Background: an optimization exercise with open tools, aiming at small area, a short achievable clock period and few clock cycles. Do not read the settings as production practice.
Where RTL was checked, it was by simulation tests only, not by an equivalence proof against the original.
No activity file was given, so power comes from the tool's default toggle rates.

Setup of the baseline:
==> flow/design.v <==
module gfce_crc_byte (
    input  wire [15:0] crc_in,
    input  wire [7:0]  data,
    output reg  [15:0] crc_out
);
    integer i;
    always @(*) begin
        crc_out = crc_in ^ {8'h00, data};
        for (i = 0; i < 8; i = i + 1) begin
            if (crc_out[0])
                crc_out = (crc_out >> 1) ^ 16'h8408;
            else
                crc_out = crc_out >> 1;
        end
    end
endmodule
module gfce_tx #(
    parameter [7:0] LOCAL_ADDR = 8'h42
) (
    input  wire       clk,
    input  wire       rst,
    input  wire       req_valid,
    output wire       req_ready,
    input  wire [7:0] req_dest,
    input  wire [7:0] req_cmd,
    input  wire [7:0] req_plen,
    input  wire       pl_valid,
    output wire       pl_ready,
    input  wire [7:0] pl_data,
    output wire       out_valid,
    input  wire       out_ready,
    output wire [7:0] out_data,
    output wire       done,
    output wire [3:0] done_status,
    output wire [7:0] done_inserted
);
    localparam [7:0] ESC = 8'hE0, ACK = 8'hE1, SOF = 8'hE2, EOF = 8'hE3;
    localparam [15:0] CRC_SOF = 16'hC4FF;    
    reg s_start, s_dest, s_len, s_src, s_cmd, s_pay, s_crch, s_crcl, s_eof, s_ack, s_rej;
    reg        hv;             
    reg [7:0]  h;
    reg        pend;           
    reg [1:0]  pend_lo;        
    reg [15:0] crc;            
    reg [7:0]  count;          
    reg [7:0]  inserted;       
    reg        ack_wait;       
    reg        rq_idle;        
    reg        pay_go;         
    reg        pay_idle;       
    wire gen = !hv || out_ready;     
    wire pop = hv && out_ready;
    assign out_valid     = hv;
    assign out_data      = h;
    assign done          = s_rej || (ack_wait && out_ready);
    assign done_status   = {s_rej, 3'b000};
    assign done_inserted = inserted;
    function automatic is_res(input [7:0] b);
        is_res = (b[7:2] == 6'b111000);
    endfunction
    wire       too_long = (req_plen[7:3] == 5'b11111);    
    wire [7:0] fc = ({8{s_dest}} & req_dest) | ({8{s_len}} & count) |
                    ({8{s_src}} & LOCAL_ADDR) | ({8{s_cmd}} & req_cmd) |
                    ({8{s_pay}} & pl_data);
    wire [7:0] fb = fc | ({8{s_crch}} & crc[15:8]) | ({8{s_crcl}} & crc[7:0]);
    wire res = (s_dest && is_res(req_dest)) || (s_len && is_res(count)) ||
               (s_cmd && is_res(req_cmd)) || (s_pay && is_res(pl_data)) ||
               (s_crch && is_res(crc[15:8])) || (s_crcl && is_res(crc[7:0]));
    wire [15:0] crc_next;
    gfce_crc_byte u_crc (.crc_in(crc), .data(fc), .crc_out(crc_next));
    wire ready_st = !(s_start || s_pay || s_rej) || (s_pay && pl_valid);
    wire go       = gen && !pend;
    wire proc     = go && ready_st;                           
    wire start    = gen && s_start && req_valid && !too_long;  
    wire reject   = s_start && !hv && req_valid && too_long;
    wire esc_now  = proc && res;
    wire push     = gen && (pend || ready_st || (s_start && req_valid && !too_long));
    assign req_ready = rq_idle || (s_cmd && out_ready);
    assign pl_ready  = pay_idle || (pay_go && out_ready);
    reg [7:0] pb;
    always @(*) begin
        if (pend)
            pb = {6'b110000, pend_lo};
        else if (s_start)
            pb = SOF;
        else if (s_eof)
            pb = EOF;
        else if (s_ack)
            pb = ACK;
        else if (res)
            pb = ESC;
        else
            pb = fb;
    end
    reg s_start_n, s_dest_n, s_len_n, s_src_n, s_cmd_n, s_pay_n, s_crch_n, s_crcl_n,
        s_eof_n, s_ack_n, s_rej_n, hv_n, pend_n;
    always @(*) begin
        {s_start_n, s_dest_n, s_len_n, s_src_n, s_cmd_n, s_pay_n, s_crch_n, s_crcl_n,
         s_eof_n, s_ack_n, s_rej_n} =
            {s_start, s_dest, s_len, s_src, s_cmd, s_pay, s_crch, s_crcl, s_eof, s_ack, s_rej};
        hv_n   = hv;
        pend_n = pend;
        if (push) hv_n = 1'b1;
        else if (pop) hv_n = 1'b0;
        if (gen) begin
            if (pend) pend_n = 1'b0;
            else if (esc_now) pend_n = 1'b1;
        end
        if (start) begin
            s_start_n = 1'b0;
            s_dest_n  = 1'b1;
        end
        if (reject) begin
            s_start_n = 1'b0;
            s_rej_n   = 1'b1;
        end
        if (s_rej) begin
            s_rej_n   = 1'b0;
            s_start_n = 1'b1;
        end
        if (proc) begin
            s_dest_n = 1'b0;
            s_len_n  = s_dest;
            s_src_n  = s_len;
            s_cmd_n  = s_src;
            s_crcl_n = s_crch;
            s_eof_n  = s_crcl;
            s_ack_n  = s_eof;
            if (s_ack) s_start_n = 1'b1;
            if (s_cmd) begin
                s_pay_n  = (count != 8'd8);
                s_crch_n = (count == 8'd8);
            end else begin
                s_pay_n  = s_pay && (count != 8'd9);
                s_crch_n = s_pay && (count == 8'd9);
            end
        end
    end
    always @(posedge clk) begin
        if (rst) begin
            {s_start, s_dest, s_len, s_src, s_cmd, s_pay, s_crch, s_crcl, s_eof, s_ack, s_rej} <=
                11'b100_0000_0000;
            hv       <= 1'b0;
            pend     <= 1'b0;
            ack_wait <= 1'b0;
            rq_idle  <= 1'b0;
            pay_go   <= 1'b0;
            pay_idle <= 1'b0;
        end else begin
            {s_start, s_dest, s_len, s_src, s_cmd, s_pay, s_crch, s_crcl, s_eof, s_ack, s_rej} <=
                {s_start_n, s_dest_n, s_len_n, s_src_n, s_cmd_n, s_pay_n, s_crch_n, s_crcl_n,
                 s_eof_n, s_ack_n, s_rej_n};
            hv       <= hv_n;
            pend     <= pend_n;
            ack_wait <= s_start_n && hv_n;
            rq_idle  <= s_rej_n || (s_cmd_n && !hv_n);
            pay_go   <= s_pay_n && !pend_n;
            pay_idle <= s_pay_n && !pend_n && !hv_n;
        end
    end
    always @(posedge clk) begin
        if (push) h <= pb;
        if (!pend) pend_lo <= fb[1:0];
        if (start)
            crc <= CRC_SOF;
        else if (proc && (s_dest || s_len || s_src || s_cmd || s_pay))
            crc <= crc_next;
        if (start)
            inserted <= 8'd0;
        else if (pend && gen)
            inserted <= inserted + 8'd1;
        if (s_start)
            count <= {req_plen[7:3] + 5'd1, req_plen[2:0]};
        else if (proc && s_pay)
            count <= count - 8'd1;
    end
endmodule
module gfce_rx (
    input  wire       clk,
    input  wire       rst,
    input  wire       in_valid,
    output wire       in_ready,
    input  wire [7:0] in_data,
    output reg        pl_valid,
    output reg  [7:0] pl_data,
    output reg        done,
    output wire [3:0] status,
    output wire [7:0] msg_dest,
    output wire [7:0] msg_len,
    output wire [7:0] msg_src,
    output wire [7:0] msg_cmd
);
    localparam [7:0] ESC = 8'hE0, SOF = 8'hE2, EOF = 8'hE3;
    localparam [7:0] RX_LIMIT = 8'd255;    
    localparam [15:0] CRC_SOF = 16'hC4FF;  
    reg [7:0]  idx;         
    reg        escp;        
    reg        escerr;      
    reg        len_ok;      
    reg        early;       
    reg [15:0] crc;         
    reg [7:0]  d1, d2;      
    reg [7:0]  b_dest, b_len, b_src, b_cmd;
    reg [2:0]  st;
    assign in_ready = 1'b1;
    assign status   = {1'b0, st};
    assign msg_dest = b_dest;
    assign msg_len  = b_len;
    assign msg_src  = b_src;
    assign msg_cmd  = b_cmd;
    wire [15:0] crc_next;
    gfce_crc_byte u_crc (.crc_in(crc), .data(d2), .crc_out(crc_next));
    wire is_sof = (in_data == SOF);
    wire is_eof = (in_data == EOF);
    wire is_esc = (in_data == ESC);
    wire [7:0] value    = {in_data[7:6], in_data[5] ^ escp, in_data[4:0]};
    wire       reserved = (value[7:2] == 6'b111000);
    wire       other    = in_valid && !is_sof && !is_eof && !is_esc;
    wire       store    = other && (idx != RX_LIMIT);
    wire       restart  = in_valid && (is_sof || is_eof);
    wire len_bad = (idx[7:1] == 7'd0) || !len_ok;
    wire crc_bad = (crc != {d2, d1});
    wire lowlen   = (b_len[7:3] == 5'd0);
    wire lsmall  = len_bad || (!crc_bad && lowlen);
    wire [2:0] eof_status = {escerr || escp || (!len_bad && crc_bad),
                             escerr || escp || lsmall,
                             escerr || (!escp && lsmall)};
    always @(posedge clk) begin
        if (rst) begin
            idx      <= 8'd0;
            escp     <= 1'b0;
            escerr   <= 1'b0;
            pl_valid <= 1'b0;
            done     <= 1'b0;
            early    <= 1'b1;
        end else begin
            done     <= in_valid && is_eof;
            pl_valid <= store && (idx >= 8'd6);
            if (restart) begin
                early  <= 1'b1;
                idx    <= 8'd0;
                escp   <= 1'b0;
                escerr <= 1'b0;
            end else if (in_valid && is_esc) begin
                if (escp)
                    escerr <= 1'b1;
                escp <= 1'b1;
            end else if (other) begin
                escp <= 1'b0;
                if (escp && !reserved)
                    escerr <= 1'b1;
                if (store)
                    idx <= idx + 8'd1;
                if (store && idx[1:0] == 2'd3)
                    early <= 1'b0;
            end
        end
    end
    always @(posedge clk) begin
        pl_data <= d2;
        if (in_valid && is_eof)
            st <= eof_status;
        if (rst || restart)
            crc <= CRC_SOF;
        else if (store && (idx >= 8'd2))
            crc <= crc_next;
        if (store) begin
            d1 <= value;
            d2 <= d1;
            if (idx == 8'd1)
                len_ok <= (value == 8'd4);
            else
                len_ok <= ({1'b0, b_len} == {1'b0, idx} + 9'd3);
            if (early) begin
                case (idx[1:0])
                    2'd0: b_dest <= value;
                    2'd1: b_len  <= value;
                    2'd2: b_src  <= value;
                    2'd3: b_cmd  <= value;
                endcase
            end
        end
    end
endmodule
module gfce_codec (
    input  wire       clk,
    input  wire       rst,
    input  wire       tx_req_valid,
    output wire       tx_req_ready,
    input  wire [7:0] tx_req_dest,
    input  wire [7:0] tx_req_cmd,
    input  wire [7:0] tx_req_plen,
    input  wire       tx_pl_valid,
    output wire       tx_pl_ready,
    input  wire [7:0] tx_pl_data,
    output wire       tx_out_valid,
    input  wire       tx_out_ready,
    output wire [7:0] tx_out_data,
    output wire       tx_done,
    output wire [3:0] tx_done_status,
    output wire [7:0] tx_done_inserted,
    input  wire       rx_in_valid,
    output wire       rx_in_ready,
    input  wire [7:0] rx_in_data,
    output wire       rx_pl_valid,
    output wire [7:0] rx_pl_data,
    output wire       rx_done,
    output wire [3:0] rx_status,
    output wire [7:0] rx_dest,
    output wire [7:0] rx_len,
    output wire [7:0] rx_src,
    output wire [7:0] rx_cmd
);
    gfce_tx #(.LOCAL_ADDR(8'h42)) u_tx (
        .clk(clk), .rst(rst),
        .req_valid(tx_req_valid), .req_ready(tx_req_ready),
        .req_dest(tx_req_dest), .req_cmd(tx_req_cmd), .req_plen(tx_req_plen),
        .pl_valid(tx_pl_valid), .pl_ready(tx_pl_ready), .pl_data(tx_pl_data),
        .out_valid(tx_out_valid), .out_ready(tx_out_ready), .out_data(tx_out_data),
        .done(tx_done), .done_status(tx_done_status), .done_inserted(tx_done_inserted)
    );
    gfce_rx u_rx (
        .clk(clk), .rst(rst),
        .in_valid(rx_in_valid), .in_ready(rx_in_ready), .in_data(rx_in_data),
        .pl_valid(rx_pl_valid), .pl_data(rx_pl_data),
        .done(rx_done), .status(rx_status),
        .msg_dest(rx_dest), .msg_len(rx_len), .msg_src(rx_src), .msg_cmd(rx_cmd)
    );
endmodule
clock: 4.0 ns
lec_check: 0
cap_margin: 20
core_margin: 2
core_utilization: 35
cts_buf_list: sky130_fd_sc_hd__clkbuf_8
setup_slack_margin: 1.9
slew_margin: 20
standard.sh (not shown) runs the stock make flow with config.mk's settings and CLKGATE_MAP_FILE= SYNTH_SCRIPT=/design/flow/synth_recipe.tcl, a recipe that flattens the netlist after the stock synthesis.
==> flow/flow/run.sh <==
#!/bin/bash
set -euo pipefail
export BUFFER_PORTS_ARGS="-buffer_cell sky130_fd_sc_hd__buf_1"
export CTS_ARGS="-sink_clustering_enable -repair_clock_nets -buf_list sky130_fd_sc_hd__clkbuf_8 -dont_use_dummy_load"
bash standard.sh > standard_flow.log 2>&1
Setup changes, the baseline to the candidate
--- a/flow/design.v
+++ b/flow/design.v
@@ -69,5 +69,6 @@
     wire [15:0] crc_next;
     gfce_crc_byte u_crc (.crc_in(crc), .data(fc), .crc_out(crc_next));
-    wire ready_st = !(s_start || s_pay || s_rej) || (s_pay && pl_valid);
+    wire interior = s_dest || s_len || s_src || s_cmd || s_pay || s_crch || s_crcl;
+    wire ready_st = (interior && !s_pay) || (s_pay && pl_valid) || s_eof || s_ack;
     wire go       = gen && !pend;
     wire proc     = go && ready_st;                           
Findings:
- The candidate finished end to end and its layout was clean on timing, DRC and antenna.
- Having completed the whole flow, the baseline delivered a layout that passed the timing, DRC and antenna checks.
- Delta (the candidate minus the baseline): switching component of the power up 2.7%, number of cells in the design after placement went down 18, average wire length per cell after detail routing lost about 7%, final area lost 390 sq um.
- Delta (the candidate minus the baseline): worst hold slack went up by 0.048 ns; critical path data arrival time went down by 0.03 ns; setup slack after layout went up by 0.028 ns.
Testbench counts of the candidate, summed over its fixed seeds: cycles 18,293.
The RTL of the baseline was laid out without a check of its function.

========
Another version of the RTL of gfce_codec (not shown whole).
For scale: ~640 cells after synthesis, roughly 120 I/O pins, ~6800 um2 of cells after synthesis.
Design gfce_codec, start of the top module:
module gfce_codec (
    input  wire       clk,
    input  wire       rst,
    input  wire       tx_req_valid,
    output wire       tx_req_ready,
    input  wire [7:0] tx_req_dest,
    input  wire [7:0] tx_req_cmd,
    input  wire [7:0] tx_req_plen,
    input  wire       tx_pl_valid,
    output wire       tx_pl_ready,
    input  wire [7:0] tx_pl_data,
    output wire       tx_out_valid,
    input  wire       tx_out_ready,
    output wire [7:0] tx_out_data,
    output wire       tx_done,
    output wire [3:0] tx_done_status,
    output wire [7:0] tx_done_inserted,
    input  wire       rx_in_valid,
    output wire       rx_in_ready,
    input  wire [7:0] rx_in_data,
    output wire       rx_pl_valid,
    output wire [7:0] rx_pl_data,
    output wire       rx_done,
    output wire [3:0] rx_status,
    output wire [7:0] rx_dest,
    output wire [7:0] rx_len,
    output wire [7:0] rx_src,
    output wire [7:0] rx_cmd
);
==> module gfce_crc_byte, before the edit <==
module gfce_crc_byte (
    input  wire [15:0] crc_in,
    input  wire [7:0]  data,
    output wire [15:0] crc_out
);
    wire [7:0] x0 = crc_in[7:0] ^ data;
    wire [7:0] x  = {x0[7:4] ^ x0[3:0], x0[3:0]};
    assign crc_out = {8'h00, crc_in[15:8]} ^ {x, 8'h00} ^ {5'h00, x, 3'h0} ^ {12'h000, x[7:4]};
endmodule
export LEC_CHECK = 0
export CAP_MARGIN = 20
export CORE_MARGIN = 2
export CORE_UTILIZATION = 35
export CTS_BUF_LIST = sky130_fd_sc_hd__clkbuf_8
export SETUP_SLACK_MARGIN = 1.95
export SLEW_MARGIN = 20
create_clock -name core_clock -period 4.0 [get_ports {clk}]
Scripts as last shown in full above: flow/flow/run.sh
Next try:
--- a/flow/design.v
+++ b/flow/design.v
@@ -1,12 +1,19 @@
 module gfce_crc_byte (
     input  wire [15:0] crc_in,
     input  wire [7:0]  data,
-    output wire [15:0] crc_out
+    output reg  [15:0] crc_out
 );
-    wire [7:0] x0 = crc_in[7:0] ^ data;
-    wire [7:0] x  = {x0[7:4] ^ x0[3:0], x0[3:0]};
-    assign crc_out = {8'h00, crc_in[15:8]} ^ {x, 8'h00} ^ {5'h00, x, 3'h0} ^ {12'h000, x[7:4]};
+    integer i;
+    always @(*) begin
+        crc_out = crc_in ^ {8'h00, data};
+        for (i = 0; i < 8; i = i + 1) begin
+            if (crc_out[0])
+                crc_out = (crc_out >> 1) ^ 16'h8408;
+            else
+                crc_out = crc_out >> 1;
+        end
+    end
 endmodule
 module gfce_tx #(
     parameter [7:0] LOCAL_ADDR = 8'h42
 ) (
The changed run went through all stages and came out clean.
Via count went down by 3.1%.
Combinational power decreases by 4.9%.
Area after synthesis grows by 2.2%.
Power decreases by 0.99%.
Worst hold slack is better by 0.021 ns.
Cell area falls by 1.1%.
Utilization came out lower by 1.7 points.
Setup slack improves by 0.012 ns.
Count of clock-buffer cells in the layout does not change.
Routed wire length came out lower by 3.5%.
Sequential power hardly moves.
Fmax rose by 0.57%.
First-iteration DRC count came out higher by 10%.
Die area went up by 2.2%.
Testbench counts after the change, summed over its fixed seeds: cycles 18,293.
The RTL of the first run of this note was laid out without a check of its function.

========
gfce_codec, a different RTL version from the one above (not shown whole).
For scale: roughly 640 cells after synthesis, about 150 flip-flops, ~7000 um^2 of cells after synthesis.
Design gfce_codec, start of the top module:
module gfce_codec (
    input  wire       clk,
    input  wire       rst,
    input  wire       tx_req_valid,
    output wire       tx_req_ready,
    input  wire [7:0] tx_req_dest,
    input  wire [7:0] tx_req_cmd,
    input  wire [7:0] tx_req_plen,
    input  wire       tx_pl_valid,
    output wire       tx_pl_ready,
    input  wire [7:0] tx_pl_data,
    output wire       tx_out_valid,
    input  wire       tx_out_ready,
    output wire [7:0] tx_out_data,
    output wire       tx_done,
    output wire [3:0] tx_done_status,
    output wire [7:0] tx_done_inserted,
    input  wire       rx_in_valid,
    output wire       rx_in_ready,
    input  wire [7:0] rx_in_data,
    output wire       rx_pl_valid,
    output wire [7:0] rx_pl_data,
    output wire       rx_done,
    output wire [3:0] rx_status,
    output wire [7:0] rx_dest,
    output wire [7:0] rx_len,
    output wire [7:0] rx_src,
    output wire [7:0] rx_cmd
);
clock: 4.0 ns
lec_check: 0
cap_margin: 20
core_margin: 2
core_utilization: 40
cts_buf_list: sky130_fd_sc_hd__clkbuf_8
setup_slack_margin: 1.9
slew_margin: 20
==> flow/flow/run.sh <==
#!/bin/bash
set -euo pipefail
export BUFFER_PORTS_ARGS="-buffer_cell sky130_fd_sc_hd__buf_1"
bash standard.sh > standard_flow.log 2>&1
Next try:
--- a/flow/design.v
+++ b/flow/design.v
@@ -41,20 +41,21 @@
     reg [7:0]  h;
     reg        pend;           
     reg [1:0]  pend_lo;        
     reg [15:0] crc;            
     reg [7:0]  count;          
     reg [7:0]  inserted;       
-    reg        ack_held;       
+    reg        ack_wait;       
+    reg        rq_idle;        
     reg        pay_go;         
     reg        pay_idle;       
     wire gen = !hv || out_ready;     
     wire pop = hv && out_ready;
     assign out_valid     = hv;
     assign out_data      = h;
-    assign done          = s_rej || (ack_held && out_ready);
+    assign done          = s_rej || (ack_wait && out_ready);
     assign done_status   = {s_rej, 3'b000};
     assign done_inserted = inserted;
     function automatic is_res(input [7:0] b);
         is_res = (b[7:2] == 6'b111000);
     endfunction
     wire       too_long = (req_plen[7:3] == 5'b11111);    
@@ -62,23 +63,24 @@
                     ({8{s_src}} & LOCAL_ADDR) | ({8{s_cmd}} & req_cmd) |
                     ({8{s_pay}} & pl_data);
     wire [7:0] fb = fc | ({8{s_crch}} & crc[15:8]) | ({8{s_crcl}} & crc[7:0]);
     wire res = (s_dest && is_res(req_dest)) || (s_len && is_res(count)) ||
                (s_cmd && is_res(req_cmd)) || (s_pay && is_res(pl_data)) ||
                (s_crch && is_res(crc[15:8])) || (s_crcl && is_res(crc[7:0]));
+    wire [15:0] crc_cur = s_dest ? CRC_SOF : crc;
     wire [15:0] crc_next;
-    gfce_crc_byte u_crc (.crc_in(crc), .data(fc), .crc_out(crc_next));
+    gfce_crc_byte u_crc (.crc_in(crc_cur), .data(fc), .crc_out(crc_next));
     wire interior = s_dest || s_len || s_src || s_cmd || s_pay || s_crch || s_crcl;
     wire ready_st = (interior && !s_pay) || (s_pay && pl_valid) || s_eof || s_ack;
     wire go       = gen && !pend;
     wire proc     = go && ready_st;                           
     wire start    = gen && s_start && req_valid && !too_long;  
     wire reject   = s_start && !hv && req_valid && too_long;
     wire esc_now  = proc && res;
     wire push     = gen && (pend || ready_st || (s_start && req_valid && !too_long));
-    assign req_ready = s_rej || (s_cmd && out_ready);
+    assign req_ready = rq_idle || (s_cmd && out_ready);
     assign pl_ready  = pay_idle || (pay_go && out_ready);
     reg [7:0] pb;
     always @(*) begin
         if (pend)
             pb = {6'b110000, pend_lo};
         else if (s_start)
@@ -139,32 +141,32 @@
     always @(posedge clk) begin
         if (rst) begin
             {s_start, s_dest, s_len, s_src, s_cmd, s_pay, s_crch, s_crcl, s_eof, s_ack, s_rej} <=
                 11'b100_0000_0000;
             hv       <= 1'b0;
             pend     <= 1'b0;
-            ack_held <= 1'b0;
+            ack_wait <= 1'b0;
+            rq_idle  <= 1'b0;
             pay_go   <= 1'b0;
             pay_idle <= 1'b0;
         end else begin
             {s_start, s_dest, s_len, s_src, s_cmd, s_pay, s_crch, s_crcl, s_eof, s_ack, s_rej} <=
                 {s_start_n, s_dest_n, s_len_n, s_src_n, s_cmd_n, s_pay_n, s_crch_n, s_crcl_n,
                  s_eof_n, s_ack_n, s_rej_n};
             hv       <= hv_n;
             pend     <= pend_n;
-            ack_held <= (gen && s_ack && !pend) || (ack_held && !out_ready);
+            ack_wait <= s_start_n && hv_n;
+            rq_idle  <= s_rej_n || (s_cmd_n && !hv_n);
             pay_go   <= s_pay_n && !pend_n;
-            pay_idle <= s_pay && !pend && gen && !pl_valid;
+            pay_idle <= s_pay_n && !pend_n && !hv_n;
         end
     end
     always @(posedge clk) begin
         if (push) h <= pb;
         if (!pend) pend_lo <= fb[1:0];
-        if (start)
-            crc <= CRC_SOF;
-        else if (proc && (s_dest || s_len || s_src || s_cmd || s_pay))
+        if (proc && (s_dest || s_len || s_src || s_cmd || s_pay))
             crc <= crc_next;
         if (start)
             inserted <= 8'd0;
         else if (pend && gen)
             inserted <= inserted + 8'd1;
         if (s_start)
@@ -203,24 +205,25 @@
     assign in_ready = 1'b1;
     assign status   = {1'b0, st};
     assign msg_dest = b_dest;
     assign msg_len  = b_len;
     assign msg_src  = b_src;
     assign msg_cmd  = b_cmd;
+    wire [15:0] crc_cur = (idx == 8'd2) ? CRC_SOF : crc;
     wire [15:0] crc_next;
-    gfce_crc_byte u_crc (.crc_in(crc), .data(d2), .crc_out(crc_next));
+    gfce_crc_byte u_crc (.crc_in(crc_cur), .data(d2), .crc_out(crc_next));
     wire is_sof = (in_data == SOF);
     wire is_eof = (in_data == EOF);
     wire is_esc = (in_data == ESC);
     wire [7:0] value    = {in_data[7:6], in_data[5] ^ escp, in_data[4:0]};
     wire       reserved = (value[7:2] == 6'b111000);
     wire       other    = in_valid && !is_sof && !is_eof && !is_esc;
     wire       store    = other && (idx != RX_LIMIT);
     wire       restart  = in_valid && (is_sof || is_eof);
     wire len_bad = (idx[7:1] == 7'd0) || !len_ok;
-    wire crc_bad = (crc != {d2, d1});
+    wire crc_bad = (crc_cur != {d2, d1});
     wire lowlen   = (b_len[7:3] == 5'd0);
     wire lsmall  = len_bad || (!crc_bad && lowlen);
     wire [2:0] eof_status = {escerr || escp || (!len_bad && crc_bad),
                              escerr || escp || lsmall,
                              escerr || (!escp && lsmall)};
     always @(posedge clk) begin
@@ -255,15 +258,13 @@
         end
     end
     always @(posedge clk) begin
         pl_data <= d2;
         if (in_valid && is_eof)
             st <= eof_status;
-        if (store && (idx == 8'd1))
-            crc <= CRC_SOF;
-        else if (store && (idx >= 8'd2))
+        if (store && (idx >= 8'd2))
             crc <= crc_next;
         if (store) begin
             d1 <= value;
             d2 <= d1;
             if (idx == 8'd1)
                 len_ok <= (value == 8'd4);
Maximum frequency shrinks by 5.5%. Sequential share of layout area grows by 0.39 points. Hold slack improved by 0.040 ns. Core utilization grows by 3.7 points. Routed wire length grows by 7.7%. Design area grows by 9.2%.
No run of this note included a check of the RTL's function; only the layout flow was run.

## what the ideal ports hide
In the flow no input, the clock included, has a driving cell. The finished layouts below were timed again as built, in two steps. Step 1 assumes that a clkbuf_16 drives the clock port and a buf_2 every other input. Step 2 moves the port delays by t, midway between the first and last clock arrival at a register: inputs arrive t later, outputs are due t later. That takes back most of the time a late clock gives input paths. Slacks: ideal ports / drivers / drivers and shift; pairs: ideal ports / drivers.
run | t (ns) | setup slack, ns | worst setup path at the end | clock arrival spread, ns | slew at the worst register clock pin (ns)
the baseline | 0.481 | 1.928 / 1.901 / 1.450 | input to register | 0.029 / 0.029 | 0.09 / 0.09
the candidate | 0.476 | 1.956 / 1.910 / 1.574 | input to register | 0.027 / 0.027 | 0.09 / 0.09
the first run of note 2 | 0.463 | 1.960 / 1.920 / 1.515 | input to register | 0.034 / 0.034 | 0.09 / 0.09
the second run of note 2 | 0.468 | 1.972 / 1.950 / 1.570 | input to register | 0.031 / 0.032 | 0.08 / 0.08
the first run of note 3 | 0.487 | 1.921 / 1.896 / 1.456 | input to register | 0.013 / 0.013 | 0.09 / 0.09
the second run of note 3 | 0.489 | 1.799 / 1.799 / 1.501 | input to register | 0.013 / 0.012 | 0.09 / 0.09
After both steps every run listed still meets setup and hold. The setup slack of the baseline, which loses most, moves by -0.027 ns with the drivers and by -0.478 ns with both steps.
